What follows belongs to an exercise in optimizing a design on an open flow for small area and a short achievable clock period; a production flow would make more cautious choices. In this exercise RTL edits were held to simulation tests only and were not proved equivalent to the original.

### flow/flow/run.sh
#!/bin/bash
# The standard layout (standard.sh) with these changes:
# - synthesis: the standard synthesis with ABC_AREA=1 and flow/area.abc as
#   ABC's area script (ORFS's scripts are copied to myscripts/ with only
#   abc_area.script replaced); the steps before ABC, and so the registers,
#   are unchanged;
# - the port buffers are the smallest buffer;
# - repair_timing is asked for a setup margin that makes it work on the
#   input-to-output paths.
# Each step's full output goes to a log here (flow_synth.log, flow_make.log);
# each ORFS step also keeps its own log under orfs/logs.
set -euo pipefail
rm -rf myscripts
cp -r "$FLOW_HOME/scripts" myscripts
cp flow/area.abc myscripts/abc_area.script
KNOBS=("BUFFER_PORTS_ARGS=-buffer_cell sky130_fd_sc_hd__buf_1" "SETUP_SLACK_MARGIN=50")
bash standard.sh synth "SCRIPTS_DIR=$PWD/myscripts" ABC_AREA=1 "${KNOBS[@]}" > flow_synth.log 2>&1
bash standard.sh finish "${KNOBS[@]}" > flow_make.log 2>&1
### flow/flow/area.abc
strash
dc2
dch -f
map -a
strash
dc2
dch -f
map -a
strash
dch -f
map -a
topo
### flow/standard.sh
#!/bin/bash
# synth_recipe.tcl (not shown) runs the flow's synth.tcl, then flattens the netlist and writes it again
# the make line also repeats each setting of config.mk as NAME=value (left out here)
make -C /OpenROAD-flow-scripts/flow DESIGN_CONFIG=/design/flow/config.mk WORK_HOME=/design/flow/orfs CLKGATE_MAP_FILE= SYNTH_SCRIPT=/design/flow/synth_recipe.tcl "${@:-finish}"
### flow/config.mk
export PLATFORM = sky130hd
export DESIGN_NAME = ooo_engine
export DESIGN_NICKNAME = ooo_engine
export VERILOG_FILES = /design/flow/design.v
export SDC_FILE = /design/flow/constraint.sdc
export NUM_CORES = 8
export LEC_CHECK = 0
export CAP_MARGIN = 20
export CORE_MARGIN = 2
export CORE_UTILIZATION = 60
export CTS_CLUSTER_DIAMETER = 100
export CTS_CLUSTER_SIZE = 25
export SLEW_MARGIN = 20
### flow/constraint.sdc
create_clock -name core_clock -period 80.0 [get_ports {clk}]
set_input_delay 16.0000 -clock core_clock [delete_from_list [all_inputs] [get_ports {clk}]]
set_output_delay 16.0000 -clock core_clock [all_outputs]
set_load 0.01 [all_outputs]
### flow/design.v
module ooo_engine (
    input  logic         clk,
    input  logic         rst,
    input  logic [1:0]   tr_cnt,
    input  logic [3:0]   tr_op,
    input  logic [13:0]  tr_dst,
    input  logic [13:0]  tr_src1,
    input  logic [13:0]  tr_src2,
    output logic [1:0]   tr_pop,
    output logic [1:0]   rt_valid,
    output logic [31:0]  rt_seq,
    output logic [3:0]   rt_op,
    output logic [13:0]  rt_dst,
    output logic [13:0]  rt_src1,
    output logic [13:0]  rt_src2,
    output logic [287:0] rt_cyc,
    output logic [287:0] rt_dur,
    output logic         done,
    output logic [15:0]  cycles,
    output logic [15:0]  count
);
  localparam int RECW = 23;
  localparam int UW = 11;
  localparam int STW = 31;
  function automatic logic [2:0] latency(input logic [1:0] op);
    case (op)
      2'd0:    latency = 3'd1;
      2'd1:    latency = 3'd2;
      default: latency = 3'd5;
    endcase
  endfunction
  function automatic logic [16:0] radd(input logic [15:0] a, input logic [15:0] b, input logic ci);
    logic c;
    c = ci;
    for (int i = 0; i < 16; i++) begin
      radd[i] = a[i] ^ b[i] ^ c;
      c = (a[i] & b[i]) | (c & (a[i] ^ b[i]));
    end
    radd[16] = c;
  endfunction
  function automatic logic [7:0] add8(input logic [7:0] a, input logic [7:0] b);
    logic [16:0] t;
    t = radd({8'd0, a}, {8'd0, b}, 1'b0);
    add8 = t[7:0];
  endfunction
  function automatic logic [8:0] sub8(input logic [7:0] a, input logic [7:0] b);
    logic [16:0] t;
    t = radd({8'd0, a}, {8'd0, ~b}, 1'b1);
    sub8 = t[8:0];
  endfunction
  function automatic logic [1:0] take2(input logic [1:0] have, input logic [1:0] used);
    if (used[1] || have == 2'd0) take2 = 2'd0;
    else if (used[0] || have == 2'd1) take2 = 2'd1;
    else take2 = 2'd2;
  endfunction
  function automatic logic [1:0] sub2(input logic [1:0] a, input logic [1:0] b);
    case ({a, b})
      4'b01_01, 4'b10_10: sub2 = 2'd0;
      4'b10_01:           sub2 = 2'd1;
      default:            sub2 = a;
    endcase
  endfunction
  function automatic logic [1:0] add2(input logic [1:0] a, input logic [1:0] b);
    add2 = {a[1] | b[1] | (a[0] & b[0]), a[0] ^ b[0]};
  endfunction
  function automatic logic [1:0] de_after(input logic [1:0] di_c, input logic [1:0] rr_c,
                                          input logic [1:0] rn_c, input logic [1:0] de_c,
                                          input logic [4:0] rob_c, input logic h0, input logic h1,
                                          input logic [7:0] iqv, input logic [7:0] rq);
    logic f1, f2, q1, q2, dsp, fok;
    logic [1:0] dl, m, rl, n, nl, d;
    f1 = 1'b0; f2 = 1'b0; q1 = 1'b0; q2 = 1'b0;
    for (int k = 0; k < 8; k++) begin
      f2 = f2 | (f1 & ~iqv[k]);
      f1 = f1 | ~iqv[k];
      q2 = q2 | (q1 & rq[k]);
      q1 = q1 | rq[k];
    end
    dsp = f2 | (f1 & q1) | q2;
    dl  = dsp ? 2'd0 : di_c;
    m   = take2(rr_c, dl);
    rl  = sub2(rr_c, m);
    fok = ~rob_c[4] & ~(rob_c[3:0] == 4'd15) | (rob_c[3:0] == 4'd15 & h0) | (rob_c[4] & h0 & h1);
    n   = fok ? take2(rn_c, rl) : 2'd0;
    nl  = sub2(rn_c, n);
    d   = take2(de_c, nl);
    de_after = sub2(de_c, d);
  endfunction
  function automatic logic [3:0] hi16(input logic [15:0] v);
    logic [15:0] above, oh;
    above[15] = 1'b0;
    for (int i = 14; i >= 0; i--) above[i] = above[i+1] | v[i+1];
    oh = v & ~above;
    hi16 = 4'd0;
    for (int i = 0; i < 16; i++) if (oh[i]) hi16 = hi16 | 4'(i);
  endfunction
  logic [15:0] cycle, seq_next;
  logic        trace_done;
  logic [1:0]             de_cnt;
  logic [1:0][RECW-1:0]   de_rec;
  logic [1:0][4:0]        de_cfe;
  logic [1:0]             de_pr;
  logic [1:0]             rn_cnt;
  logic [1:0][RECW-1:0]   rn_rec;
  logic [1:0][4:0]        rn_cfe, rn_crn;
  logic [1:0]             rn_pr;
  logic [1:0]             rr_cnt;
  logic [1:0][UW-1:0]     rr_u;
  logic [1:0]             di_cnt;
  logic [1:0][UW-1:0]     di_u;
  logic [7:0]             iq_v;
  logic [7:0]             iq_t1v, iq_t2v;
  logic [7:0][3:0]        iq_t1, iq_t2, iq_dt;
  logic [7:0][7:0]        am;
  logic [2:0]             prev_slot;    
  logic [3:0]             head, tail;
  logic [4:0]             rob_cnt;
  logic [15:0]            rob_v, rob_s1, rob_s0, rob_cmp;
  logic [15:0]            rob_rdy, rob_iss;
  assign rob_rdy = rob_s1 & rob_s0;
  assign rob_iss = rob_s0 & ~rob_s1;
  logic [15:0][RECW-1:0]  rob_rec;
  logic [15:0][STW-1:0]   rob_st;
  logic [1:0]             o_v;
  logic                   pok1, pok2;    
  logic [15:0]            n_s1, n_s0;
  logic [7:0]             n_t1v, n_t2v;
  logic [1:0][RECW-1:0]   o_rec;
  logic [1:0][14:0]       o_st;    
  logic [7:0]  cyc0, cyc1;
  logic [16:0] cyc_inc;
  assign cyc_inc = radd(cycle, 16'd0, 1'b1);
  assign cyc0 = cycle[7:0];
  assign cyc1 = cyc_inc[7:0];
  logic [3:0]  head1;
  logic [15:0] hsel, h1sel;
  logic        r0, r1;
  logic [1:0]  nret;
  logic [15:0] ret_mask, v_ar;
  logic [7:0][RECW-1:0]   ev_rec, od_rec;
  logic [7:0][14:0]       ev_st, od_st;
  logic [2:0]  ev_idx, od_idx;
  logic [7:0]  esel, osel;
  logic [RECW-1:0] ev_rrec, od_rrec;
  logic [14:0]     ev_rst, od_rst;
  logic [1:0][RECW-1:0] l_rec;
  logic [1:0][14:0]     l_st;
  assign head1 = head + 4'd1;
  always_comb begin
    for (int k = 0; k < 16; k++) hsel[k] = head == 4'(k);
    h1sel = {hsel[14:0], hsel[15]};
  end
  assign r0 = |(hsel & rob_v & rob_rdy);
  assign r1 = r0 & |(h1sel & rob_v & rob_rdy);
  assign nret = {r1, r0 & ~r1};
  assign ret_mask = ({16{r0}} & hsel) | ({16{r1}} & h1sel);
  assign v_ar = rob_v & ~ret_mask;
  assign ev_idx = head[0] ? head1[3:1] : head[3:1];
  assign od_idx = head[3:1];
  always_comb begin
    for (int k = 0; k < 8; k++) begin
      ev_rec[k] = rob_rec[2*k];   od_rec[k] = rob_rec[2*k+1];
      ev_st[k]  = rob_st[2*k][14:0];    od_st[k]  = rob_st[2*k+1][14:0];
      esel[k] = ev_idx == 3'(k);
      osel[k] = od_idx == 3'(k);
    end
    ev_rrec = '0; od_rrec = '0; ev_rst = '0; od_rst = '0;
    for (int j = 0; j < 8; j++) begin
      ev_rrec = ev_rrec | ({RECW{esel[j]}} & ev_rec[j]);
      od_rrec = od_rrec | ({RECW{osel[j]}} & od_rec[j]);
      ev_rst  = ev_rst  | ({15{esel[j]}} & ev_st[j]);
      od_rst  = od_rst  | ({15{osel[j]}} & od_st[j]);
    end
  end
  assign l_rec[0] = head[0] ? od_rrec : ev_rrec;
  assign l_rec[1] = head[0] ? ev_rrec : od_rrec;
  assign l_st[0]  = head[0] ? od_rst : ev_rst;
  assign l_st[1]  = head[0] ? ev_rst : od_rst;
  logic [15:0] rdy1, xclr;
  assign rdy1 = rob_s1;
  assign xclr = rdy1 | rob_cmp;
  function automatic logic [UW-1:0] wake(input logic [UW-1:0] u, input logic [15:0] x);
    wake = u;
    if (x[u[8:5]]) wake[9] = 1'b0;
    if (x[u[3:0]]) wake[4] = 1'b0;
  endfunction
  logic [15:0] cmp_next, xnext;
  assign xnext = xclr | cmp_next;
  logic [1:0][UW-1:0] rr_w, di_w;
  always_comb begin
    for (int k = 0; k < 2; k++) begin
      rr_w[k] = wake(rr_u[k], xnext);
      di_w[k] = wake(di_u[k], xnext);
    end
  end
  logic [3:0] rrb, dib;    
  logic de_h, rn_h, rr_h, di_h, sq0;
  assign rn_h = tail[0];
  assign de_h = tail[0] ^ rn_cnt[0];
  assign rr_h = rrb[0];
  assign di_h = dib[0];
  assign sq0  = seq_next[0];
  logic [1:0][3:0] rr_dt, di_dt;
  assign rrb = tail - {2'd0, rr_cnt};
  assign dib = rrb - {2'd0, di_cnt};
  always_comb
    for (int p = 0; p < 2; p++) begin
      rr_dt[p] = rrb + {3'd0, 1'(p) != rrb[0]};
      di_dt[p] = dib + {3'd0, 1'(p) != dib[0]};
    end
  logic [7:0] rdyq, win1, win2;
  logic [7:0][7:0] beats;
  logic       any1, any2;
  logic [3:0] gt1, gt2;
  logic [7:0] iq_v_ai;
  always_comb begin
    rdyq = iq_v & ~iq_t1v & ~iq_t2v;
    beats = '0;
    for (int i = 0; i < 8; i++)
      for (int j = i + 1; j < 8; j++) begin
        beats[i][j] = am[i][j];
        beats[j][i] = !am[i][j];
      end
    for (int i = 0; i < 8; i++) begin
      win1[i] = rdyq[i];
      for (int j = 0; j < 8; j++)
        if (j != i && rdyq[j] && !beats[i][j]) win1[i] = 1'b0;
    end
    for (int i = 0; i < 8; i++) begin
      win2[i] = rdyq[i] & ~win1[i];
      for (int j = 0; j < 8; j++)
        if (j != i && rdyq[j] && !win1[j] && !beats[i][j]) win2[i] = 1'b0;
    end
    any1 = |win1; any2 = |win2;
    gt1 = '0; gt2 = '0;
    for (int i = 0; i < 8; i++) begin
      if (win1[i]) gt1 = gt1 | iq_dt[i];
      if (win2[i]) gt2 = gt2 | iq_dt[i];
    end
    iq_v_ai = iq_v & ~win1 & ~win2;
  end
  logic       disp;
  logic [7:0] wq0, wq1;    
  logic [2:0] f0_idx, f1_idx;
  logic       fr1, fr2, rq1, rq2;
  logic seen0, seen1;
  always_comb begin
    fr1 = 1'b0; fr2 = 1'b0; rq1 = 1'b0; rq2 = 1'b0;
    for (int k = 0; k < 8; k++) begin
      fr2 = fr2 | (fr1 & ~iq_v[k]);
      fr1 = fr1 | ~iq_v[k];
      rq2 = rq2 | (rq1 & rdyq[k]);
      rq1 = rq1 | rdyq[k];
    end
    disp = fr2 | (fr1 & rq1) | rq2;
    wq0 = '0; wq1 = '0; seen0 = 1'b0; seen1 = 1'b0;
    for (int k = 0; k < 8; k++) begin
      if (!iq_v_ai[k]) begin
        if (!seen0) begin wq0[k] = 1'b1; seen0 = 1'b1; end
        else if (!seen1) begin wq1[k] = 1'b1; seen1 = 1'b1; end
      end
    end
    f0_idx = '0; f1_idx = '0;
    for (int k = 0; k < 8; k++) begin
      if (wq0[k]) f0_idx = f0_idx | 3'(k);
      if (wq1[k]) f1_idx = f1_idx | 3'(k);
    end
    if (!(disp && di_cnt != 2'd0)) wq0 = '0;
    if (!(disp && di_cnt == 2'd2)) wq1 = '0;
  end
  logic [1:0] d_left, mv, rr_left;
  assign d_left  = disp ? 2'd0 : di_cnt;
  assign mv      = take2(rr_cnt, d_left);
  assign rr_left = sub2(rr_cnt, mv);
  logic        freeok;
  logic [1:0]  nr;
  logic [3:0]  tail1;
  logic [15:0] lt_tail;
  logic [1:0][UW-1:0] ren_u;
  logic [1:0][3:0]    rn_dt;    
  assign rn_dt[0] = tail[0] ? tail1 : tail;
  assign rn_dt[1] = tail[0] ? tail : tail1;
  assign freeok = ~rob_cnt[4] & ~(rob_cnt[3:0] == 4'd15) | (rob_cnt[3:0] == 4'd15 & r0) |
                  (rob_cnt[4] & r1);
  assign nr = freeok ? take2(rn_cnt, rr_left) : 2'd0;
  assign tail1 = tail + 4'd1;
  always_comb for (int k = 0; k < 16; k++) lt_tail[k] = 4'(k) < tail;
  logic [1:0][1:0][6:0]  ls;
  logic [1:0][1:0][15:0] lm, lml;
  logic [1:0][1:0]       ltv, lreal;
  logic [1:0][1:0][3:0]  ltg;
  always_comb begin
    for (int i = 0; i < 2; i++) begin
      for (int q = 0; q < 2; q++) begin
        ls[i][q] = q == 0 ? rn_rec[i][13:7] : rn_rec[i][6:0];
        lreal[i][q] = ls[i][q] < 7'd67;    
        for (int k = 0; k < 16; k++) lm[i][q][k] = v_ar[k] && rob_rec[k][20:14] == ls[i][q];
        lml[i][q] = lm[i][q] & lt_tail;
        ltv[i][q] = lreal[i][q] && (lm[i][q] != '0);
        ltg[i][q] = hi16((lml[i][q] != '0) ? lml[i][q] : lm[i][q]);
        if (1'(i) != rn_h && lreal[i][q] && rn_rec[1-i][20:14] == ls[i][q]) begin
          ltv[i][q] = 1'b1; ltg[i][q] = tail;
        end
      end
      ren_u[i] = {rn_pr[i], ltv[i][0], ltg[i][0], ltv[i][1], ltg[i][1]};
    end
  end
  logic [1:0] rn_left, nd, de_left;
  assign rn_left = sub2(rn_cnt, nr);
  assign nd      = take2(de_cnt, rn_left);
  assign de_left = sub2(de_cnt, nd);
  logic td_set;
  logic [1:0] n_pop;
  logic pop_ok1, pop_ok2;
  assign td_set = ~trace_done & (((de_left != 2'd2) & (tr_cnt == 2'd0)) |
                                 ((de_left == 2'd0) & (tr_cnt == 2'd1)));
  assign n_pop = {pop_ok2 & tr_cnt[1],
                  pop_ok1 & ((tr_cnt[0] & ~tr_cnt[1]) | (~pop_ok2 & tr_cnt[1]))};
  logic [1:0] dmv, rmv, ren, dec, fet;
  always_comb begin
    for (int p = 0; p < 2; p++) begin
      dmv[p] = disp & ((di_cnt == 2'd2) | (di_cnt == 2'd1 & 1'(p) == di_h));
      rmv[p] = (mv == 2'd2) | (mv == 2'd1 & 1'(p) == rr_h);
      ren[p] = (nr == 2'd2) | (nr == 2'd1 & 1'(p) == rn_h);
      dec[p] = (nd == 2'd2) | (nd == 2'd1 & 1'(p) == de_h);
      fet[p] = (n_pop != 2'd0 & 1'(p) == sq0) | (n_pop == 2'd2 & 1'(p) != sq0);
    end
  end
  logic [1:0]  n_de_cnt, n_rn_cnt, n_rr_cnt;
  logic        n_trace_done, n_done;
  logic [4:0]  n_rob_cnt;
  logic [16:0] seq_inc;
  logic [15:0] alloc;
  assign n_de_cnt = add2(de_left, n_pop);
  assign n_rn_cnt = add2(rn_left, nd);
  assign n_rr_cnt = add2(rr_left, nr);
  assign n_rob_cnt = rob_cnt + {3'd0, nr} - {3'd0, nret};
  assign n_trace_done = trace_done | td_set;
  assign n_done = n_trace_done && n_de_cnt == 2'd0 && n_rn_cnt == 2'd0 && n_rob_cnt == 5'd0;
  assign seq_inc = radd(seq_next, {14'd0, n_pop}, 1'b0);
  always_comb
    for (int k = 0; k < 16; k++)
      alloc[k] = ren[k % 2] && rn_dt[k % 2] == 4'(k);
  logic [7:0]  n_iq_v;
  logic [15:0] n_rob_v, n_rdy, n_hsel;
  logic [3:0]  n_head;
  logic        n_r0, n_r1;
  logic [1:0]  n_de_left;
  assign n_iq_v  = iq_v_ai | wq0 | wq1;
  assign n_rob_v = v_ar | alloc;
  assign n_rdy   = n_s1 & n_s0;
  assign n_head  = head + {2'd0, nret};
  always_comb for (int k = 0; k < 16; k++) n_hsel[k] = n_head == 4'(k);
  assign n_r0 = |(n_hsel & n_rob_v & n_rdy);
  assign n_r1 = |({n_hsel[14:0], n_hsel[15]} & n_rob_v & n_rdy);
  assign n_de_left = de_after(add2(d_left, mv), n_rr_cnt, n_rn_cnt, n_de_cnt, n_rob_cnt,
                              n_r0, n_r1, n_iq_v, n_iq_v & ~n_t1v & ~n_t2v);
  always_ff @(posedge clk) begin
    if (rst) begin
      pok1 <= 1'b1; pok2 <= 1'b1;
    end else if (!done) begin
      pok1 <= ~n_done & ~n_trace_done & (n_de_left != 2'd2);
      pok2 <= ~n_done & ~n_trace_done & (n_de_left == 2'd0);
    end
  end
  always_ff @(posedge clk) begin
    if (rst) begin
      cycle <= '0; seq_next <= '0; trace_done <= 1'b0; done <= 1'b0;
      de_cnt <= '0; rn_cnt <= '0; rr_cnt <= '0; di_cnt <= '0;
      iq_v <= '0; head <= '0; tail <= '0; rob_cnt <= '0; rob_v <= '0;
      o_v <= '0;
    end else if (!done) begin
      cycle <= cyc_inc[15:0];
      seq_next <= seq_inc[15:0];
      trace_done <= n_trace_done;
      done <= n_done;
      de_cnt <= n_de_cnt; rn_cnt <= n_rn_cnt; rr_cnt <= n_rr_cnt;
      di_cnt <= add2(d_left, mv);
      iq_v <= n_iq_v;
      head <= head + {2'd0, nret};
      tail <= tail + {2'd0, nr};
      rob_cnt <= n_rob_cnt;
      rob_v <= n_rob_v;
      o_v <= {r1, r0};
    end else begin
      o_v <= '0;
    end
  end
  always_ff @(posedge clk) begin
    o_rec <= l_rec;
    o_st  <= l_st;
  end
  always_ff @(posedge clk) begin
    for (int p = 0; p < 2; p++) begin
      if (fet[p]) begin
        if (1'(p) == sq0) de_rec[p] <= {tr_op[1:0], tr_dst[6:0], tr_src1[6:0], tr_src2[6:0]};
        else              de_rec[p] <= {tr_op[3:2], tr_dst[13:7], tr_src1[13:7], tr_src2[13:7]};
        de_cfe[p] <= cyc0[4:0];
        de_pr[p]  <= 1'(p) != sq0;
      end
      if (dec[p]) begin
        rn_rec[p] <= de_rec[p]; rn_cfe[p] <= de_cfe[p]; rn_crn[p] <= cyc1[4:0]; rn_pr[p] <= de_pr[p];
      end
      rr_u[p] <= ren[p] ? ren_u[p] : rr_w[p];
      di_u[p] <= rmv[p] ? rr_w[p] : di_w[p];
    end
  end
  logic [7:0] wd0, wd1;
  assign wd0 = di_h ? wq1 : wq0;
  assign wd1 = di_h ? wq0 : wq1;
  always_comb
    for (int k = 0; k < 8; k++) begin
      if (wd0[k]) begin
        n_t1v[k] = di_w[0][9]; n_t2v[k] = di_w[0][4];
      end else if (wd1[k]) begin
        n_t1v[k] = di_w[1][9]; n_t2v[k] = di_w[1][4];
      end else begin
        n_t1v[k] = iq_t1v[k] & ~xnext[iq_t1[k]];
        n_t2v[k] = iq_t2v[k] & ~xnext[iq_t2[k]];
      end
    end
  always_ff @(posedge clk) begin
    for (int k = 0; k < 8; k++) begin
      iq_t1v[k] <= n_t1v[k];
      iq_t2v[k] <= n_t2v[k];
      if (wd0[k]) begin
        iq_t1[k] <= di_w[0][8:5]; iq_t2[k] <= di_w[0][3:0]; iq_dt[k] <= di_dt[0];
      end else if (wd1[k]) begin
        iq_t1[k] <= di_w[1][8:5]; iq_t2[k] <= di_w[1][3:0]; iq_dt[k] <= di_dt[1];
      end
    end
    for (int i = 0; i < 8; i++)
      for (int j = i + 1; j < 8; j++) begin
        if (wq0[j] || wq1[j]) am[i][j] <= 1'b1;
        else if (wq1[i]) am[i][j] <= 1'b0;
        else if (wq0[i]) am[i][j] <= di_u[di_h][10] && prev_slot == 3'(j);
      end
    if (wq1 != '0) prev_slot <= f1_idx;
    else if (wq0 != '0) prev_slot <= f0_idx;
  end
  logic [15:0]          we_di, we_is, we_ex;
  logic [2:0]           n1, n2, n5;
  logic [15:0][2:0]     ntg;
  assign n1 = cyc1[2:0];
  assign n2 = cycle[2:0];
  assign n5 = cycle[2:0] - 3'd3;
  always_comb begin
    for (int k = 0; k < 16; k++) begin
      we_di[k] = rmv[k % 2] && rr_dt[k % 2][3:1] == 3'(k / 2);
      we_is[k] = dmv[k % 2] && di_dt[k % 2][3:1] == 3'(k / 2);
      we_ex[k] = (any1 && gt1 == 4'(k)) || (any2 && gt2 == 4'(k));
      if (rob_rec[k][22:21] == 2'd0)      ntg[k] = n1;
      else if (rob_rec[k][22:21] == 2'd1) ntg[k] = n2;
      else                                ntg[k] = n5;
      cmp_next[k] = ((rob_iss[k] & ~rob_cmp[k] & rob_st[k][27:25] == ntg[k]) |
                     (we_ex[k] & rob_rec[k][22:21] == 2'd0)) & ~alloc[k];
    end
  end
  assign n_s1 = (rob_s1 | (rob_s0 & rob_cmp)) & ~alloc;
  assign n_s0 = (rob_s1 | (rob_s0 & ~rob_cmp) | we_ex) & ~alloc;
  always_ff @(posedge clk) begin
    for (int k = 0; k < 16; k++) begin
      if (alloc[k]) begin
        rob_rec[k] <= rn_rec[k % 2];
        rob_st[k][4:0]   <= rn_cfe[k % 2];
        rob_st[k][9:5]   <= rn_crn[k % 2];
        rob_st[k][14:10] <= cyc1[4:0];
      end
      if (we_di[k]) rob_st[k][18:15] <= cyc1[3:0];
      if (we_is[k]) rob_st[k][24:19] <= cyc1[5:0];
      if (we_ex[k]) rob_st[k][30:25] <= cyc1[5:0];
      rob_s1[k] <= n_s1[k];
      rob_s0[k] <= n_s0[k];
      rob_cmp[k] <= cmp_next[k];
    end
  end
  assign pop_ok1 = ~done & ~trace_done & (de_left != 2'd2);
  assign pop_ok2 = ~done & ~trace_done & (de_left == 2'd0);
  assign tr_pop[1] = ~rst & pok2 & tr_cnt[1];
  assign tr_pop[0] = ~rst & pok1 & ((tr_cnt[0] & ~tr_cnt[1]) | (~pok2 & tr_cnt[1]));
  assign cycles   = cycle;
  assign count    = seq_next;
  assign rt_valid = o_v;
  logic [4:0]  infl;
  logic [15:0] seq0;
  logic [16:0] seq0t, seq1t;
  assign infl = {3'd0, de_cnt} + {3'd0, rn_cnt} + rob_cnt + {4'd0, o_v[0]} + {4'd0, o_v[1]};
  assign seq0t = radd(seq_next, ~{11'd0, infl}, 1'b1);
  assign seq0 = seq0t[15:0];
  assign seq1t = radd(seq0, 16'd0, 1'b1);
  logic [7:0] chi, chm;
  assign chi = cycle[15:8];
  assign chm = 8'(sub8(cycle[15:8], 8'd1));
  logic [3:0]  rs, rs1;
  logic [2:0]  rev_idx, rod_idx;
  logic [7:0]  rsel_e, rsel_o;
  logic [15:0] rev_st, rod_st;
  logic [1:0][STW-1:0] ost;
  assign rs  = head - 4'd1 - {3'd0, o_v[1]};
  assign rs1 = rs + 4'd1;
  assign rev_idx = rs[0] ? rs1[3:1] : rs[3:1];
  assign rod_idx = rs[3:1];
  always_comb begin
    for (int k = 0; k < 8; k++) begin
      rsel_e[k] = rev_idx == 3'(k);
      rsel_o[k] = rod_idx == 3'(k);
    end
    rev_st = '0; rod_st = '0;
    for (int j = 0; j < 8; j++) begin
      rev_st = rev_st | ({16{rsel_e[j]}} & rob_st[2*j][30:15]);
      rod_st = rod_st | ({16{rsel_o[j]}} & rob_st[2*j+1][30:15]);
    end
    ost[0] = {rs[0] ? rod_st : rev_st, o_st[0]};
    ost[1] = {rs[0] ? rev_st : rod_st, o_st[1]};
  end
  logic [1:0][2:0] olat;
  logic [1:0][5:0] d_is, a_ex, a_rt;
  logic [1:0][3:0] d_di, d_rr;
  logic [1:0][4:0] d_rn, d_de;
  logic [1:0][8:0][7:0] lo;
  logic [1:0][8:0]      bw;
  logic [1:0][8:0]      t_ex, t_is, t_di, t_rr, t_rn, t_de, t_fe, t_wb, t_rt;
  logic [1:0][16:0]     t_rtd, t_ded;
  for (genvar r = 0; r < 2; r++) begin : g_lane
    ooo_engine_rsub8 u_ex (.a(cycle[7:0]),   .b({2'd0, a_ex[r]}), .d(t_ex[r][7:0]), .nb(t_ex[r][8]));
    ooo_engine_rsub8 u_is (.a(t_ex[r][7:0]), .b({2'd0, d_is[r]}), .d(t_is[r][7:0]), .nb(t_is[r][8]));
    ooo_engine_rsub8 u_di (.a(t_is[r][7:0]), .b({4'd0, d_di[r]}), .d(t_di[r][7:0]), .nb(t_di[r][8]));
    ooo_engine_rsub8 u_rr (.a(t_di[r][7:0]), .b({4'd0, d_rr[r]}), .d(t_rr[r][7:0]), .nb(t_rr[r][8]));
    ooo_engine_rsub8 u_rn (.a(t_rr[r][7:0]), .b({3'd0, d_rn[r]}), .d(t_rn[r][7:0]), .nb(t_rn[r][8]));
    ooo_engine_rsub8 u_de (.a(t_rn[r][7:0]), .b({3'd0, d_de[r]}), .d(t_de[r][7:0]), .nb(t_de[r][8]));
    ooo_engine_rsub8 u_fe (.a(t_de[r][7:0]), .b(8'd1),            .d(t_fe[r][7:0]), .nb(t_fe[r][8]));
    ooo_engine_rsub8 u_rt (.a(cycle[7:0]),   .b({2'd0, a_rt[r]}), .d(t_rt[r][7:0]), .nb(t_rt[r][8]));
    ooo_engine_rsub8 u_wb (.a(t_rt[r][7:0]), .b(8'd1),            .d(t_wb[r][7:0]), .nb(t_wb[r][8]));
  end
  always_comb begin
    for (int r = 0; r < 2; r++) begin
      olat[r]  = latency(o_rec[r][22:21]);
      d_is[r]  = 6'(sub8({2'd0, ost[r][30:25]}, {2'd0, ost[r][24:19]}));
      d_di[r]  = 4'(sub8({4'd0, ost[r][22:19]}, {4'd0, ost[r][18:15]}));
      d_rr[r]  = 4'(sub8({4'd0, ost[r][18:15]}, {4'd0, ost[r][13:10]}));
      d_rn[r]  = 5'(sub8({3'd0, ost[r][14:10]}, {3'd0, ost[r][9:5]}));
      t_ded[r] = radd({11'd0, ost[r][9:5]}, {11'd0, ~ost[r][4:0]}, 1'b0);    
      d_de[r]  = t_ded[r][4:0];
      a_ex[r]  = 6'(sub8({2'd0, cycle[5:0]}, {2'd0, ost[r][30:25]}));
      t_rtd[r] = radd({10'd0, a_ex[r]}, {10'd0, ~{3'd0, olat[r]}}, 1'b0);       
      a_rt[r]  = t_rtd[r][5:0];
      lo[r][0] = t_fe[r][7:0]; lo[r][1] = t_de[r][7:0]; lo[r][2] = t_rn[r][7:0];
      lo[r][3] = t_rr[r][7:0]; lo[r][4] = t_di[r][7:0]; lo[r][5] = t_is[r][7:0];
      lo[r][6] = t_ex[r][7:0]; lo[r][7] = t_wb[r][7:0]; lo[r][8] = t_rt[r][7:0];
      bw[r][8] = ~t_rt[r][8];
      bw[r][7] = bw[r][8] | ~t_wb[r][8];
      bw[r][6] = ~t_ex[r][8];
      bw[r][5] = bw[r][6] | ~t_is[r][8];
      bw[r][4] = bw[r][5] | ~t_di[r][8];
      bw[r][3] = bw[r][4] | ~t_rr[r][8];
      bw[r][2] = bw[r][3] | ~t_rn[r][8];
      bw[r][1] = bw[r][2] | ~t_de[r][8];
      bw[r][0] = bw[r][1] | ~t_fe[r][8];
    end
  end
  always_comb begin
    for (int r = 0; r < 2; r++) begin
      rt_seq[16*r +: 16] = (r == 0) ? seq0 : seq1t[15:0];
      rt_op[2*r +: 2]    = o_rec[r][22:21];
      rt_dst[7*r +: 7]   = o_rec[r][20:14];
      rt_src1[7*r +: 7]  = o_rec[r][13:7];
      rt_src2[7*r +: 7]  = o_rec[r][6:0];
      for (int s = 0; s < 9; s++)
        rt_cyc[144*r + 16*s +: 16] = {bw[r][s] ? chm : chi, lo[r][s]};
      rt_dur[144*r +   0 +: 16] = 16'd1;
      rt_dur[144*r +  16 +: 16] = {11'd0, d_de[r]};
      rt_dur[144*r +  32 +: 16] = {11'd0, d_rn[r]};
      rt_dur[144*r +  48 +: 16] = {12'd0, d_rr[r]};
      rt_dur[144*r +  64 +: 16] = {12'd0, d_di[r]};
      rt_dur[144*r +  80 +: 16] = {10'd0, d_is[r]};
      rt_dur[144*r +  96 +: 16] = {13'd0, olat[r]};
      rt_dur[144*r + 112 +: 16] = 16'd1;
      rt_dur[144*r + 128 +: 16] = {10'd0, a_rt[r]};
    end
  end
endmodule
module ooo_engine_rsub8 (
    input  logic [7:0] a,
    input  logic [7:0] b,
    output logic [7:0] d,
    output logic       nb
);
  logic [8:0] c;
  assign c[0] = 1'b1;
  for (genvar i = 0; i < 8; i++) begin : g_bit
    assign d[i]   = a[i] ^ ~b[i] ^ c[i];
    assign c[i+1] = (a[i] & ~b[i]) | (c[i] & (a[i] ^ ~b[i]));
  end
  assign nb = c[8];
endmodule
==> impl_metrics.ini, run 1 <==
[critical_path]
critPathLaunchType = input port
critical_path_class = in -> out
worstReg2RegEnd = pok2
worstPathCellList = clkbuf_16, buf_12, nor2_4, buf_2
cp.depth = 4
slowest_stage = buf_12
cp-end-kind = output port
max_stage_delay_ps = 170
critical_path.max_fanout = 21
arrival_ps = 16550
reg2reg_slack_ps = 68750
critPathLaunch = rst
rr_startpoint = iq_v[1]
critPathCapture = tr_pop[1]
cp.buffers_inverters = 3
critPathRequiredTime_ps = 64000
crit_family = buffers and inverters
r2r_cells = 48

[clocking]
hold_buffers = 0
cts_root_buf = clkbuf_16
cts_tree = done
clkLatencyLatePin_ps = 760
clk_path_buf_depth = 3
cts_buffers = 69
clkSinkCount = 1384
htreeDepth = 3
path_clk_slew_ps = 100

[place]
place.gp.congestion = 1.074
hpwl_um = 202400
numPortBuffers = 518
place_area_um2 = 78080

[global_routing]
grt_pass1_wl_um = 416900
grt_pass1_vias = 61427
track_usage = 0.4565
grt_max_degree = 93
grt_antenna_before_repair = 9
grt_overflow_total = 0

[finish]
fillers = 9587
area_growth_pct = 10.05
drive_gt1_frac = 0.04885
final_cell_area_um2 = 80440
nets = 8447

[timing]
rsz0062_at_grt = yes
hold_violations = 0
slew_viol_final = 0
min_period_ps = 32550
worstMarginPinSlew_ps = 1190
setup_viol = 0
skew_ps = 78.20
tns_ps = 0
clock.fmax_mhz = 30.72
finalCritPeriodShare = 0.4069
slew_headroom = 0.2021

[drt]
wire_per_inst_um = 30.06
vias = 66429
ant_nets = 0
vias_per_cell = 6.793
drc_errors = 0
drtIter0Drc = 11466
routed_wl_um = 294000
firstDrtPassIters = 10

[synthesis]
yosysSeqAreaShare = 0.5331
synth_flop_cell = edfxtp_1
netlist.top_cell.by_area = edfxtp_1
synth_top_area_share = 0.4622
yosysMostFrequentCell = edfxtp_1
synthCells = 7309
synth_area_leaders = edfxtp_1, dfxtp_1, clkinv_1
synthDistinctLibCells = 53
avgSynthCellArea_um2 = 10.00
synth_commonest_cells = edfxtp_1, clkinv_1, nand2_1
yosysWarnings = 1
synthArstFlopShare = 0
synth_edf_count = 1125
synth_seq_cells = 1384
synth_area_um2 = 73100

[floorplanning]
start_util = 0.6021
die_w_um = 353.0
core_um2 = 121400
dieArea_um2 = 124600
fp.dieH_um = 353.0
rows = 128
io_pins = 741

[status]
run_status = no timing/DRC/antenna violations

[hold_path]
hp-class = reg -> reg

[run]
drv_cap = 0
==> state kept, by name, summed over array words and instances, names as in the netlist, 22 cells and up <==
register and count:
am 28, de_rec 46, di_u 22, iq_dt 32, iq_t1 32, iq_t2 32, o_rec 46, o_st 30
rn_rec 46, rob_rec 368, rob_st 496, rr_u 22
==> layer usage <==
layer  wire [um]  vias to the layer above  part of all wire  track usage
li1            -                    28054                 -            -
met1      101900                    31424              0.35       0.5790
met2      126200                     5550              0.43       0.6841
met3       40790                     1389              0.14       0.1284
met4       24820                       12             0.084       0.3079
met5         214                        -           0.00073     0.007925
==> per-stage QoR <==
stage | hold WS, ps | cells | utilization | setup slack (ps)
after global placement | 400.4 | 9638 | 0.6431 | 46650
final | 409.3 | 9779 | 0.6627 | 47450
after CTS | 413.7 | 9770 | 0.6621 | 47460
after global routing | 430.1 | 9775 | 0.6626 | 47460
after detailed placement | 404.5 | 9638 | 0.6432 | 46640
after floorplan | 400.3 | 7529 | - | 47710
==> cells in the final DEF, fill, tap and decap left out, drive strengths merged, types with 5 or more instances in the layout <==
cell	instances
buf	714
o21a	8
a21oi	471
o211ai	27
ha	189
nor3	137
inv	12
nor4	76
nand4	108
dfxtp	259
o311ai	8
o22ai	309
fa	117
a2111oi	37
nand3	209
clkinv	1001
a22oi	371
conb	222
a221o	6
nand2	765
o221ai	100
xnor2	80
a31oi	24
o2111ai	20
or4	7
o32ai	6
o21ai	706
nor2	615
diode	6
xor2	100
a211oi	51
a221oi	82
a32o	12
clkbuf	111
or2	11
edfxtp	1125
a32oi	7
a41oi	5
o21bai	5
==> how the worst min path moves through the flow <==
stage	startpoint	to	slack, ps	cells after the start
2_1_floorplan	rr_u[10]	di_u[10]	400	0
4_1_cts	de_pr[0]	rn_pr[0]	410	0
6_report	de_pr[0]	rn_pr[0]	410	0
3_3_place_gp	de_rec[19]	rn_rec[19]	400	0
5_1_grt	de_rec[22]	rn_rec[22]	430	0
3_5_place_dp	de_pr[0]	rn_pr[0]	400	0
==> cells by family after synthesis <==
group,synth area share
muxes,0.0001369
adders and majority gates,0.06453
and+or+nand+nor,0.1137
buffers and inverters,0.07420
xor gates and xnor gates,0.02157
other,0.0001027
DFF,0.5331
AOI/OAI and AO/OA,0.1927
==> final cells by class <==
class	instances	area, um2	share of cell area
Tap cell	1625	2033	0.02527
Timing Repair Buffer	716	3472	0.04316
Inverter	995	3765	0.04680
Sequential cell	1384	38980	0.4846
Timing Repair inverter	2	32.53	0.0004044
Multi-Input combinational cell	4923	29940	0.3722
Antenna cell	6	15.01	0.0001866
Clock inverter	19	301.5	0.003748
Clock buffer	109	1908	0.02372
==> worst register-to-register path: cells and delay by family (launching register included) <==
family	cells	cell delay, ps
compound gates	18	4470
buf+inv	11	3220
flops	1	440
simple gates	19	3030
==> timing repair <==
item	in CTS	in global routing
gates resized for setup	11	6
buffers inserted	2	3
endpoints found under the setup margin	8	27
pin swaps	1	0
gates cloned	2	0
==> inputs of run 2 (changes only) <==
--- a/flow/flow/run.sh
+++ b/flow/flow/run.sh
@@ -2,6 +2,6 @@
 # The standard layout (standard.sh) with these changes:
-# - synthesis: the standard synthesis with ABC_AREA=1 and flow/area.abc as
-#   ABC's area script (ORFS's scripts are copied to myscripts/ with only
-#   abc_area.script replaced); the steps before ABC, and so the registers,
-#   are unchanged;
+# - synthesis: the standard synthesis with ABC_AREA=1, flow/area.abc as
+#   ABC's area script, and the weakest (size 0) cells left out of ABC's
+#   mapping. ORFS's scripts are copied to myscripts/ with only those two
+#   things changed; the steps before ABC, and so the registers, are the same;
 # - the port buffers are the smallest buffer;
@@ -15,2 +15,4 @@
 cp flow/area.abc myscripts/abc_area.script
+sed -i 's|^set lib_dont_use_args ""$|set lib_dont_use_args "-dont_use sky130_fd_sc_hd__*_0"|' myscripts/synth_preamble.tcl
+grep -q 'set lib_dont_use_args "-dont_use sky130_fd_sc_hd__\*_0"' myscripts/synth_preamble.tcl
 KNOBS=("BUFFER_PORTS_ARGS=-buffer_cell sky130_fd_sc_hd__buf_1" "SETUP_SLACK_MARGIN=50")
==> run 2 against run 1 <==
  * Worst hold slack gained 13 ps
  * Wire length grew 0.25%
  * Still clean
  * Clock skew shrank 4.9 ps
  * Critical path type unchanged
  * Largest cell class unchanged
  * Critical endpoint is now tr_pop[0]
==> impl_metrics.ini, run 2 <==
[synthesis]
netlist.top_cell.by_area = edfxtp_1
synthCells = 7375
synth_flop_cell = edfxtp_1
yosysWarnings = 1
synth_commonest_cells = edfxtp_1, clkinv_1, nand2_1
yosysMostFrequentCell = edfxtp_1
synth_area_leaders = edfxtp_1, dfxtp_1, clkinv_1
avgSynthCellArea_um2 = 9.948
synth_edf_count = 1125
synth_top_area_share = 0.4605
synth_area_um2 = 73370
synthDistinctLibCells = 54
synthArstFlopShare = 0
synth_seq_cells = 1384
yosysSeqAreaShare = 0.5311

[critical_path]
slowest_stage = o2111a_1
cp.buffers_inverters = 3
max_stage_delay_ps = 180
worstPathCellList = buf_16, clkinv_16, o2111a_1, buf_2
critical_path_class = in -> out
crit_family = buffers and inverters
critPathRequiredTime_ps = 64000
critical_path.max_fanout = 3
reg2reg_slack_ps = 68110
critPathLaunchType = input port
arrival_ps = 16510
cp-end-kind = output port

[clocking]
cts_buffers = 69
path_clk_slew_ps = 100
hold_buffers = 0
clk_path_buf_depth = 3
clkLatencyLatePin_ps = 740
cts_root_buf = clkbuf_16
htreeDepth = 3
cts_tree = done
clkSinkCount = 1384

[timing]
finalCritPeriodShare = 0.4063
setup_viol = 0
hold_ws_ps = 422.6
skew_ps = 73.30
rsz0062_at_grt = yes
hold_violations = 0
tns_ps = 0
worstMarginPinSlew_ps = 1197
slew_headroom = 0.1946
min_period_ps = 32510
clock.fmax_mhz = 30.76
slew_viol_final = 0
setup_slack_ps = 47490

[drt]
vias = 66713
drtIter0Drc = 11115
ant_nets = 0
drc_errors = 0
wire_per_inst_um = 29.97
vias_per_cell = 6.784
routed_wl_um = 294700
firstDrtPassIters = 10

[finish]
stdcell_count = 9834
largest-register = rob_st
area_growth_pct = 9.946
nets = 8501
largest_register_ff_count = 496
layout_common_cells = edfxtp_1, clkinv_1, nand2_1
final_util = 0.6636
drive_gt1_frac = 0.04865
reg.largest.list = rob_st x496, rob_rec x368
final_cell_area_um2 = 80660
layout_commonest_cell = edfxtp_1

[status]
run_status = no timing/DRC/antenna violations

[floorplanning]
die_w_um = 353.7
fp.dieH_um = 353.7
dieArea_um2 = 125100
core_um2 = 121600
rows = 128
io_pins = 741
start_util = 0.6036

[global_routing]
grt_antenna_before_repair = 8
grt_overflow_total = 0
track_usage = 0.4553
grt_max_degree = 86
grt_pass1_vias = 61335
grt_pass1_wl_um = 417200

[place]
place_area_um2 = 78240
place.gp.congestion = 1.070
pre_cts_slack_ps = 47200
hpwl_um = 203900
placed_cells = 9692
numPortBuffers = 518

[hold_path]
hp-class = reg -> reg

[run]
drv_cap = 0
[run 2: cell types whose count changed after synthesis, moves of 19 or more]
cell / delta
o21ai_0: -706
a2111oi_0: -37
clkinv_1: +32
o22ai_1: -32
nand3_1: -21
o21ai_1: +707
a22oi_1: +19
[run 2: worst register-to-register path: cells and delay by family, from the launching register on]
kind                       cells  cell delay [ps]
adders and majority gates      1              290
AOI/OAI and AO/OA             16             3530
DFF                            1              450
and+or+nand+nor               17             3100
buffers and inverters         13             4450
[run 2: worst paths after layout]
| check | start | to | depth (start not counted) |
|---|---|---|---|
| setup / recovery | rst | tr_pop[0] | 4 |
| hold / removal | de_rec[35] | rn_rec[35] | 0 |
| setup reg to reg | head[0] | pok2 | 47 |
| hold reg to reg | de_rec[35] | rn_rec[35] | 0 |
[run 2: metal layers]
metal | vias to the layer above | GRT usage | share of wire
met4 | 6 | 0.3023 | 0.083
met3 | 1435 | 0.1368 | 0.14
met2 | 5705 | 0.6863 | 0.43
met1 | 31303 | 0.5700 | 0.34
li1 | 28264 | - | -
met5 | - | 0 | 0.00024
[run 2: kinds of logic (layout without fill, tap and decap cells)]
logic type      Yosys count  in the layout  share of synthesized area
compound gates         2260           2260                     0.1909
xor+xnor                191            191                    0.02280
fa+ha+maj               306            306                    0.06416
buf+inv                1254           1861                    0.07557
flops                  1384           1384                     0.5311
mux                       1              1                  0.0001364
other cells               2            229                  0.0001024
simple gates           1977           1977                     0.1152
[run 2: repair_timing]
item | 4_1_cts | 5_1_grt
pin swaps | 1 | 1
setup endpoints to repair | 18 | 40
resized for setup | 19 | 13
gates cloned | 2 | 0
buffers inserted | 2 | 3
[run 2: cell type report]
type	instances	area, um2
Inverter	1027	3894
Clock buffer	107	1869
Tap cell	1625	2033
Sequential cell	1384	38980
Antenna cell	7	17.52
Clock inverter	21	347.8
Fill cell	9546	40890
Timing Repair Buffer	704	3417
Multi-Input combinational cell	4957	30070
Timing Repair inverter	2	32.53
==> inputs of run 3 (changes only) <==
--- a/flow/design.v
+++ b/flow/design.v
@@ -124,3 +124,3 @@
   logic [1:0]             o_v;
-  logic                   pok1, pok2;    
+  logic                   npok1, npok2;  
   logic [15:0]            n_s1, n_s0;
@@ -359,6 +359,6 @@
     if (rst) begin
-      pok1 <= 1'b1; pok2 <= 1'b1;
+      npok1 <= 1'b0; npok2 <= 1'b0;
     end else if (!done) begin
-      pok1 <= ~n_done & ~n_trace_done & (n_de_left != 2'd2);
-      pok2 <= ~n_done & ~n_trace_done & (n_de_left == 2'd0);
+      npok1 <= n_done | n_trace_done | (n_de_left == 2'd2);
+      npok2 <= n_done | n_trace_done | (n_de_left != 2'd0);
     end
@@ -478,4 +478,4 @@
   assign pop_ok2 = ~done & ~trace_done & (de_left == 2'd0);
-  assign tr_pop[1] = ~rst & pok2 & tr_cnt[1];
-  assign tr_pop[0] = ~rst & pok1 & ((tr_cnt[0] & ~tr_cnt[1]) | (~pok2 & tr_cnt[1]));
+  assign tr_pop[1] = ~(rst | npok2 | ~tr_cnt[1]);
+  assign tr_pop[0] = ~(rst | npok1 | ~((tr_cnt[0] & ~tr_cnt[1]) | (npok2 & tr_cnt[1])));
   assign cycles   = cycle;
==> run 3 against run 2 <==
  * Critical path depth is 1 higher
  * Sequential share of layout area grew 0.31 points
  * Still clean
  * Wire length up 3.0%
  * Via count up 0.13%
  * Worst setup slack improved by 24 ps
  * Non-clock buffer count increased by 1
  * Synthesized cell count down 1.2%
  * Count of clock-buffer cells in the layout increased by 2
==> impl_metrics.ini, run 3 <==
[finish]
fillers = 9228
nets = 8412
area_growth_pct = 9.749
largest_register_ff_count = 496
largest-register = rob_st
layout_commonest_cell = edfxtp_1
final_util = 0.6662
drive_gt1_frac = 0.04808
reg.largest.list = rob_st x496, rob_rec x368
final_cell_area_um2 = 80130
layout_common_cells = edfxtp_1, clkinv_1, nand2_1

[place]
place_area_um2 = 77890
place.gp.congestion = 1.099
numPortBuffers = 518
pre_cts_slack_ps = 47200
hpwl_um = 212700

[synthesis]
synthDistinctLibCells = 55
netlist.top_cell.by_area = edfxtp_1
synthArstFlopShare = 0
synth_edf_count = 1125
synth_commonest_cells = edfxtp_1, clkinv_1, nand2_1
synth_seq_cells = 1384
synth_top_area_share = 0.4627
synthCells = 7289
yosysSeqAreaShare = 0.5337
synth_flop_cell = edfxtp_1
avgSynthCellArea_um2 = 10.02
yosysWarnings = 1
synth_area_um2 = 73010
yosysMostFrequentCell = edfxtp_1
synth_area_leaders = edfxtp_1, dfxtp_1, clkinv_1

[global_routing]
grt_pass1_wl_um = 428700
grt_pass1_vias = 62110
grt_antenna_before_repair = 10
grt_overflow_total = 0
grt_max_degree = 85
track_usage = 0.4722

[clocking]
hold_buffers = 0
cts_root_buf = clkbuf_16
clkSinkCount = 1384
path_clk_slew_ps = 90
htreeDepth = 3
clkLatencyLatePin_ps = 730
cts_buffers = 67
clk_path_buf_depth = 3
cts_tree = done

[timing]
finalCritPeriodShare = 0.4060
tns_ps = 0
hold_violations = 0
rsz0062_at_grt = yes
slew_headroom = 0.1331
skew_ps = 39.11
setup_viol = 0
slew_viol_final = 0
worstMarginPinSlew_ps = 1289
clock.fmax_mhz = 30.79
min_period_ps = 32480
setup_slack_ps = 47520
hold_ws_ps = 413.5

[critical_path]
cp-end-kind = output port
critPathLaunchType = input port
critical_path_class = in -> out
critical_path.max_fanout = 4
arrival_ps = 16480
critPathRequiredTime_ps = 64000

[drt]
drc_errors = 0
routed_wl_um = 303500
drtIter0Drc = 12368
vias = 66799
ant_nets = 0
wire_per_inst_um = 31.19
firstDrtPassIters = 15
vias_per_cell = 6.865

[floorplanning]
io_pins = 741
rows = 127
die_w_um = 352.8
fp.dieH_um = 352.8
dieArea_um2 = 124500
start_util = 0.6070
core_um2 = 120300

[hold_path]
hp-class = reg -> reg

[run]
drv_cap = 0

[status]
run_status = no timing/DRC/antenna violations
## run 3: area by class of cell
class	instances	area (um2)	share of cell area
repair buffers	705	3385	0.04224
multi-input cells	4900	29850	0.3725
flip-flops and latches	1384	38980	0.4864
clock buffers	109	1859	0.02320
clock inverters	15	257.7	0.003217
well taps	1612	2017	0.02517
inverters	998	3767	0.04701
diodes	8	20.02	0.0002498
## run 3: routing by layer
layer / wire length [um] / vias up / track usage
li1: - / 27936 / -
met1: 101700 / 31327 / 0.5831
met2: 127300 / 5969 / 0.6883
met3: 44320 / 1563 / 0.1529
met4: 30150 / 4 / 0.3661
met5: 32 / - / 0
## run 3: kinds of logic (layout without fill, tap and decap cells)
| family | Yosys count | in the layout | synth area share |
|---|---|---|---|
| and+or+nand+nor | 1962 | 1962 | 0.1148 |
| other | 2 | 230 | 0.0001029 |
| AOI/OAI and AO/OA | 2204 | 2204 | 0.1877 |
| adders and majority gates | 309 | 309 | 0.06488 |
| DFF | 1384 | 1384 | 0.5337 |
| xor gates and xnor gates | 200 | 200 | 0.02399 |
| muxes | 3 | 3 | 0.0004113 |
| buffers and inverters | 1225 | 1827 | 0.07444 |
## run 3: stage by stage
stage,std cells
CTS,9722
detailed placement,9596
finish,9731
global route,9724
floorplan,7509
global placement,9596
## run 3: final timing paths
check / start / end / slack (ps) / depth (start not counted)
hold / removal: de_cfe[7] / rn_cfe[7] / 410 / 0
setup reg to reg: iq_v[6] / npok1 / 68380 / 39
hold reg to reg: de_cfe[7] / rn_cfe[7] / 410 / 0
setup / recovery: tr_cnt[1] / tr_pop[0] / 47520 / 5
## run 3: timing repair
item	in CTS	in global routing
resized for setup	15	10
setup buffers	2	0
setup endpoints to repair	3	28
pin swaps	1	0
## run 3: worst max-delay path, cell delays in order
cell and delay [ps]:
buf_12 110, clkinv_8 40, o21ai_2 50, nor3_2 120, buf_2 160
==> inputs of run 4 (changes only) <==
--- a/flow/flow/run.sh
+++ b/flow/flow/run.sh
@@ -3,5 +3,7 @@
 # - synthesis: the standard synthesis with ABC_AREA=1, flow/area.abc as
-#   ABC's area script, and the weakest (size 0) cells left out of ABC's
-#   mapping. ORFS's scripts are copied to myscripts/ with only those two
-#   things changed; the steps before ABC, and so the registers, are the same;
+#   ABC's area script, the weakest (size 0) cells left out of ABC's mapping,
+#   and no full/half-adder cell extraction (ADDER_MAP_FILE empty), so ABC
+#   maps all the combinational logic for area. ORFS's scripts are copied to
+#   myscripts/ with only the ABC script and the dont-use list changed; the
+#   registers come out the same as the standard synthesis's;
 # - the port buffers are the smallest buffer;
@@ -18,3 +20,3 @@
 KNOBS=("BUFFER_PORTS_ARGS=-buffer_cell sky130_fd_sc_hd__buf_1" "SETUP_SLACK_MARGIN=50")
-bash standard.sh synth "SCRIPTS_DIR=$PWD/myscripts" ABC_AREA=1 "${KNOBS[@]}" > flow_synth.log 2>&1
+bash standard.sh synth "SCRIPTS_DIR=$PWD/myscripts" ABC_AREA=1 "ADDER_MAP_FILE=" "${KNOBS[@]}" > flow_synth.log 2>&1
 bash standard.sh finish "${KNOBS[@]}" > flow_make.log 2>&1
==> run 4 against run 3 <==
  * Count of clock-buffer cells in the layout grew 2
  * Critical path type unchanged
  * Utilization hardly changed
  * Global-route usage up 3.1 points
  * Final area shrank 1.8%
  * Fmax is 0.53% lower
  * Via count rose by 4.6%
==> impl_metrics.ini, run 4 <==
[status]
run_status = no timing/DRC/antenna violations

[finish]
fillers = 9177
final_cell_area_um2 = 78710
final_util = 0.6666
largest_register_ff_count = 496
drive_gt1_frac = 0.05286
layout_common_cells = nand2_1, edfxtp_1, clkinv_1
area_growth_pct = 10.27
layout_commonest_cell = nand2_1
nets = 8545
largest-register = rob_st
stdcell_count = 10091
reg.largest.list = rob_st x496, rob_rec x368

[drt]
wire_per_inst_um = 31.38
firstDrtPassIters = 13
routed_wl_um = 316700
ant_nets = 0
drtIter0Drc = 12451
drc_errors = 0
vias_per_cell = 6.926
vias = 69890

[global_routing]
grt_pass1_vias = 64746
grt_antenna_before_repair = 9
track_usage = 0.5034
grt_pass1_wl_um = 441600
grt_overflow_total = 0
grt_max_degree = 89

[critical_path]
critPathLaunch = rst
r2r_cells = 44
rr_startpoint = head[3]
critPathCapture = tr_pop[0]
critical_path_class = in -> out
arrival_ps = 16660
critical_path.max_fanout = 3
max_stage_delay_ps = 170
slowest_stage = buf_2
worstReg2RegEnd = npok2
cp-end-kind = output port
critPathLaunchType = input port
worstPathCellList = buf_8, buf_12, clkinv_16, o21ai_2, nor3_2, buf_2
critPathRequiredTime_ps = 64000
reg2reg_slack_ps = 66760

[timing]
hold_violations = 0
skew_ps = 56.58
setup_viol = 0
worstMarginPinSlew_ps = 1319
slew_viol_final = 0
finalCritPeriodShare = 0.4082
slew_headroom = 0.1127
rsz0062_at_grt = yes
min_period_ps = 32660
hold_ws_ps = 404.3
clock.fmax_mhz = 30.62
setup_slack_ps = 47340
tns_ps = 0

[floorplanning]
io_pins = 741
fp.dieH_um = 348.9
dieArea_um2 = 121700
start_util = 0.6045
core_um2 = 118100
die_w_um = 348.9
rows = 126

[clocking]
clk_path_buf_depth = 3
cts_buffers = 68
path_clk_slew_ps = 90
htreeDepth = 3
cts_root_buf = clkbuf_16
clkLatencyLatePin_ps = 750
clkSinkCount = 1384
hold_buffers = 0
cts_tree = done

[place]
placed_cells = 9953
numPortBuffers = 518
pre_cts_slack_ps = 47100
place.gp.congestion = 1.084
hpwl_um = 221700
place_area_um2 = 76370

[synthesis]
netlist.top_cell.by_area = edfxtp_1
yosysWarnings = 1
synth_edf_count = 1125
yosysMostFrequentCell = nand2_1
synthDistinctLibCells = 53
avgSynthCellArea_um2 = 9.260
synthArstFlopShare = 0
synth_area_um2 = 71370
synth_seq_cells = 1384
synth_commonest_cells = nand2_1, edfxtp_1, clkinv_1
synthCells = 7708
synth_flop_cell = edfxtp_1
synth_top_area_share = 0.4733
synth_area_leaders = edfxtp_1, dfxtp_1, nand2_1
yosysSeqAreaShare = 0.5460

[hold_path]
hp-class = reg -> reg

[run]
drv_cap = 0
[run 4: cell count changes in the layout (fill, tap and decap cells not counted), moves of 54 or more]
cell	delta
fa_1	-117
clkinv_1	-93
a22oi_1	-54
nand2_1	+325
ha_1	-186
nor2_1	+281
o21ai_1	+85
[run 4: final cells by class]
| type | instances | area (um2) | area share |
|---|---|---|---|
| antenna | 4 | 10.01 | 0.0001272 |
| inverter | 904 | 3426 | 0.04353 |
| clock inverter | 15 | 241.5 | 0.003068 |
| tap | 1536 | 1922 | 0.02442 |
| multi-input combinational | 5391 | 28490 | 0.3620 |
| sequential | 1384 | 38970 | 0.4952 |
| timing repair inverter | 1 | 16.27 | 0.0002067 |
| timing repair buffer | 745 | 3717 | 0.04723 |
| clock buffer | 111 | 1906 | 0.02421 |
[run 4: worst min path at each step]
stage,start,to,slack [ps],cells past startpoint
2_1_floorplan,rr_u[10],di_u[10],400,0
3_3_place_gp,de_rec[34],rn_rec[34],400,0
3_5_place_dp,de_rec[26],rn_rec[26],400,0
4_1_cts,de_cfe[2],rn_cfe[2],410,0
5_1_grt,de_cfe[2],rn_cfe[2],410,0
6_report,de_cfe[2],rn_cfe[2],400,0
[run 4: critical path, delay by kind of cell]
kind | cells | cell delay [ps]
AND/OR/NAND/NOR | 1 | 150
AO/OA/AOI/OAI | 1 | 40
buffers and inverters | 4 | 460
[run 4: kinds of logic (layout without fill, tap and decap cells)]
family / count (synthesis) / count (layout) / synth area share
AO/OA/AOI/OAI: 2300 / 2300 / 0.1984
XOR/XNOR: 238 / 238 / 0.02921
adder cells (fa/ha/maj): 2 / 2 / 0.0002805
buffers and inverters: 1153 / 1776 / 0.07236
flip-flops: 1384 / 1384 / 0.5460
other: 2 / 226 / 0.0001052
AND/OR/NAND/NOR: 2629 / 2629 / 0.1537
[run 4: metal layers]
| metal | vias up | part of all wire | global-route usage |
|---|---|---|---|
| li1 | 29328 | - | - |
| met1 | 32340 | 0.33 | 0.6210 |
| met2 | 6483 | 0.41 | 0.7259 |
| met3 | 1731 | 0.16 | 0.1765 |
| met4 | 8 | 0.10 | 0.3793 |
| met5 | - | 0.00016 | 0.01681 |
[run 4: timing repair]
| action | in CTS | in global routing |
|---|---|---|
| hold endpoints to repair | 0 | 0 |
| pin swaps | 2 | 0 |
| endpoints found under the setup margin | 2 | 2 |
| gates cloned | 1 | 0 |
| resized for setup | 14 | 0 |
| setup buffers | 3 | 0 |
==> inputs of run 5 (changes only) <==
==> flow/flow/area.abc (replaced) <==
strash
dc2
dch -f
&get -n
&nf -R 1000 -p -a
&put
strash
dch -f
&get -n
&nf -R 1000 -p -a
&put
topo
==> run 5 against run 4 <==
  * Still clean
  * Fmax is 0.17% higher
  * Cell count is 14% lower
  * Final area is 0.31% higher
  * Via count is 12% lower
  * Critical path type unchanged
==> impl_metrics.ini, run 5 <==
[drt]
dr_wl_met3_um = 37540
topRoutingLayerUsed = met5
vias_per_cell = 7.080
m1WireLength_um = 97790
routed_wl_um = 279100
wl_met2_um = 120600
wire_per_inst_um = 32.12
drtIter0Drc = 10480
ant_nets = 0
firstDrtPassIters = 10
vias = 61532
drc_errors = 0

[timing]
finalCritPeriodShare = 0.4075
hold_violations = 0
min_period_ps = 32600
slew_headroom = 0.1481
tns_ps = 0
clock.fmax_mhz = 30.67
setup_slack_ps = 47400
slew_viol_final = 0
skew_ps = 45.70
worstMarginPinSlew_ps = 1261
setup_viol = 0
rsz0062_at_grt = yes

[floorplanning]
start_util = 0.6044
rows = 126
fp.dieH_um = 348.9
die_w_um = 348.9
io_pins = 741
dieArea_um2 = 121700
core_um2 = 118100

[clocking]
cts_buffers = 68
clkLatencyLatePin_ps = 720
path_clk_slew_ps = 90
clkSinkCount = 1384
clk_path_buf_depth = 3
htreeDepth = 3
hold_buffers = 0
cts_root_buf = clkbuf_16
cts_tree = done

[status]
run_status = no timing/DRC/antenna violations

[finish]
layout_common_cells = edfxtp_1, nor2_1, buf_1
stdcell_count = 8691
nets = 7146
largest_register_ff_count = 496
layout_commonest_cell = edfxtp_1
drive_gt1_frac = 0.06881
largest-register = rob_st
area_growth_pct = 10.62
reg.largest.list = rob_st x496, rob_rec x368

[synthesis]
synth_seq_cells = 1384
netlist.top_cell.by_area = edfxtp_1
synth_top_area_share = 0.4733
synth_area_leaders = edfxtp_1, dfxtp_1, a22oi_1
synth_area_um2 = 71370
synthDistinctLibCells = 77
yosysSeqAreaShare = 0.5460
synth_commonest_cells = edfxtp_1, nor2_1, nand2_1
yosysWarnings = 1
synthArstFlopShare = 0
synth_flop_cell = edfxtp_1
yosysMostFrequentCell = edfxtp_1
synth_edf_count = 1125
avgSynthCellArea_um2 = 11.35
synthCells = 6286

[critical_path]
worstPathCellList = buf_8, nor2b_4, nor4_4, buf_2
critPathRequiredTime_ps = 64000
slowest_stage = nor4_4
critical_path.max_fanout = 5
rr_startpoint = head[0]
arrival_ps = 16600
worstReg2RegEnd = npok2
critical_path_class = in -> out
reg2reg_slack_ps = 68800
cp-end-kind = output port
critPathCapture = tr_pop[0]
max_stage_delay_ps = 200
r2r_cells = 35
critPathLaunchType = input port
critPathLaunch = tr_cnt[1]

[global_routing]
grt_max_degree = 68
track_usage = 0.4454
grt_pass1_vias = 56252
grt_pass1_wl_um = 393500
grt_antenna_before_repair = 3
grt_overflow_total = 0

[place]
place.gp.congestion = 1.028
pre_cts_slack_ps = 47180
placed_cells = 8553
hpwl_um = 192400
numPortBuffers = 518

[hold_path]
hp-class = reg -> reg
min_from = de_rec[33]

[run]
drv_cap = 0
==> run 5: cell count changes in the layout (fill, tap and decap cells not counted), moves of 164 or more <==
| cell | change |
|---|---|
| nand2_1 | -763 |
| clkinv_1 | -651 |
| o21ai_1 | -473 |
| nor2_1 | -263 |
| xnor2_1 | +166 |
| mux2_1 | +164 |
==> run 5: cell families after synthesis <==
family | after synthesis | synth area share
simple gates | 1837 | 0.1256
flops | 1384 | 0.5460
xor+xnor | 456 | 0.05848
other cells | 2 | 0.0001052
fa+ha+maj | 34 | 0.004768
buf+inv | 500 | 0.03802
mux | 356 | 0.06367
compound gates | 1717 | 0.1634
==> run 5: worst min-delay path by stage <==
| stage | to | slack [ps] | cells past startpoint |
|---|---|---|---|
| floorplan | di_u[10] | 400 | 0 |
| global placement | rn_rec[38] | 400 | 0 |
| detailed placement | rn_pr[0] | 400 | 0 |
| CTS | rn_rec[4] | 420 | 0 |
| global route | rn_cfe[7] | 420 | 0 |
| finish | rn_rec[33] | 430 | 0 |
==> run 5: area by class of cell <==
cell class | instances | area (um2)
inverter | 251 | 942.2
clock inverter | 15 | 229.0
timing repair buffer | 769 | 3899
multi-input combinational | 4622 | 31090
clock buffer | 109 | 1876
fill | 8956 | 39130
tap | 1536 | 1922
sequential | 1384 | 38970
antenna | 5 | 12.51
==> run 5: worst max-delay path: cells and delay by family <==
family | cells | cell delay (ps)
buffers and inverters | 2 | 270
AND/OR/NAND/NOR | 2 | 330
==> run 5: stage by stage <==
step,area [um2],util,hold slack [ps]
2_1_floorplan,72220,-,400.3
3_3_place_gp,76590,0.6486,401.2
3_5_place_dp,76630,0.6489,404.5
4_1_cts,78830,0.6676,424.7
5_1_grt,78930,0.6685,424.4
6_report,78950,0.6686,425.2
==> run 5: routing by layer <==
layer  global-route usage  vias up
met5                    0        -
met4               0.3028        4
met3               0.1169     1165
met2               0.6599     5194
met1               0.5759    29520
li1                     -    25649
==> run 5: repair_timing <==
item	CTS	global route
hold endpoints to repair	0	0
resized for setup	7	6
pin swaps	1	1
setup buffers	5	0
endpoints found under the setup margin	2	2
gates cloned	1	0

[static timing again, ports no longer ideal]
The flow's constraints put no driver on any port. The routed layouts listed below were extracted and timed again, unchanged, in two steps. Step 1 (the two cells are an assumption about what drives the block):
set clk [get_ports {clk}]
set_driving_cell -lib_cell sky130_fd_sc_hd__clkbuf_16 $clk
set_driving_cell -lib_cell sky130_fd_sc_hd__buf_2 [delete_from_list [all_inputs] $clk]
Step 2, shift: input delay + t, output delay - t, t = (earliest + latest rising clock arrival at the registers) / 2. This alone moves slack from input paths to output paths. Slacks: ideal ports / drivers / drivers and shift; pairs: ideal ports / drivers.
run	shift t [ns]	slack for setup (ns)	worst setup path after step 2	worst slew at a driven data input, ns	pins driven straight from the clock port
run 1	0.802	47.452 / 47.411 / 47.411	input to output	0.10	1
run 2	0.788	47.493 / 47.422 / 47.422	input to output	0.11	1
run 3	0.792	47.517 / 47.468 / 47.468	input to output	0.07	1
run 4	0.782	47.344 / 47.301 / 47.301	input to output	0.08	1
run 5	0.776	47.399 / 47.343 / 47.343	input to output	0.07	1
After both steps every run listed still meets setup and hold. For run 2, which loses most, drivers alone change the setup slack by -0.071 ns; drivers and shift together by -0.071 ns.
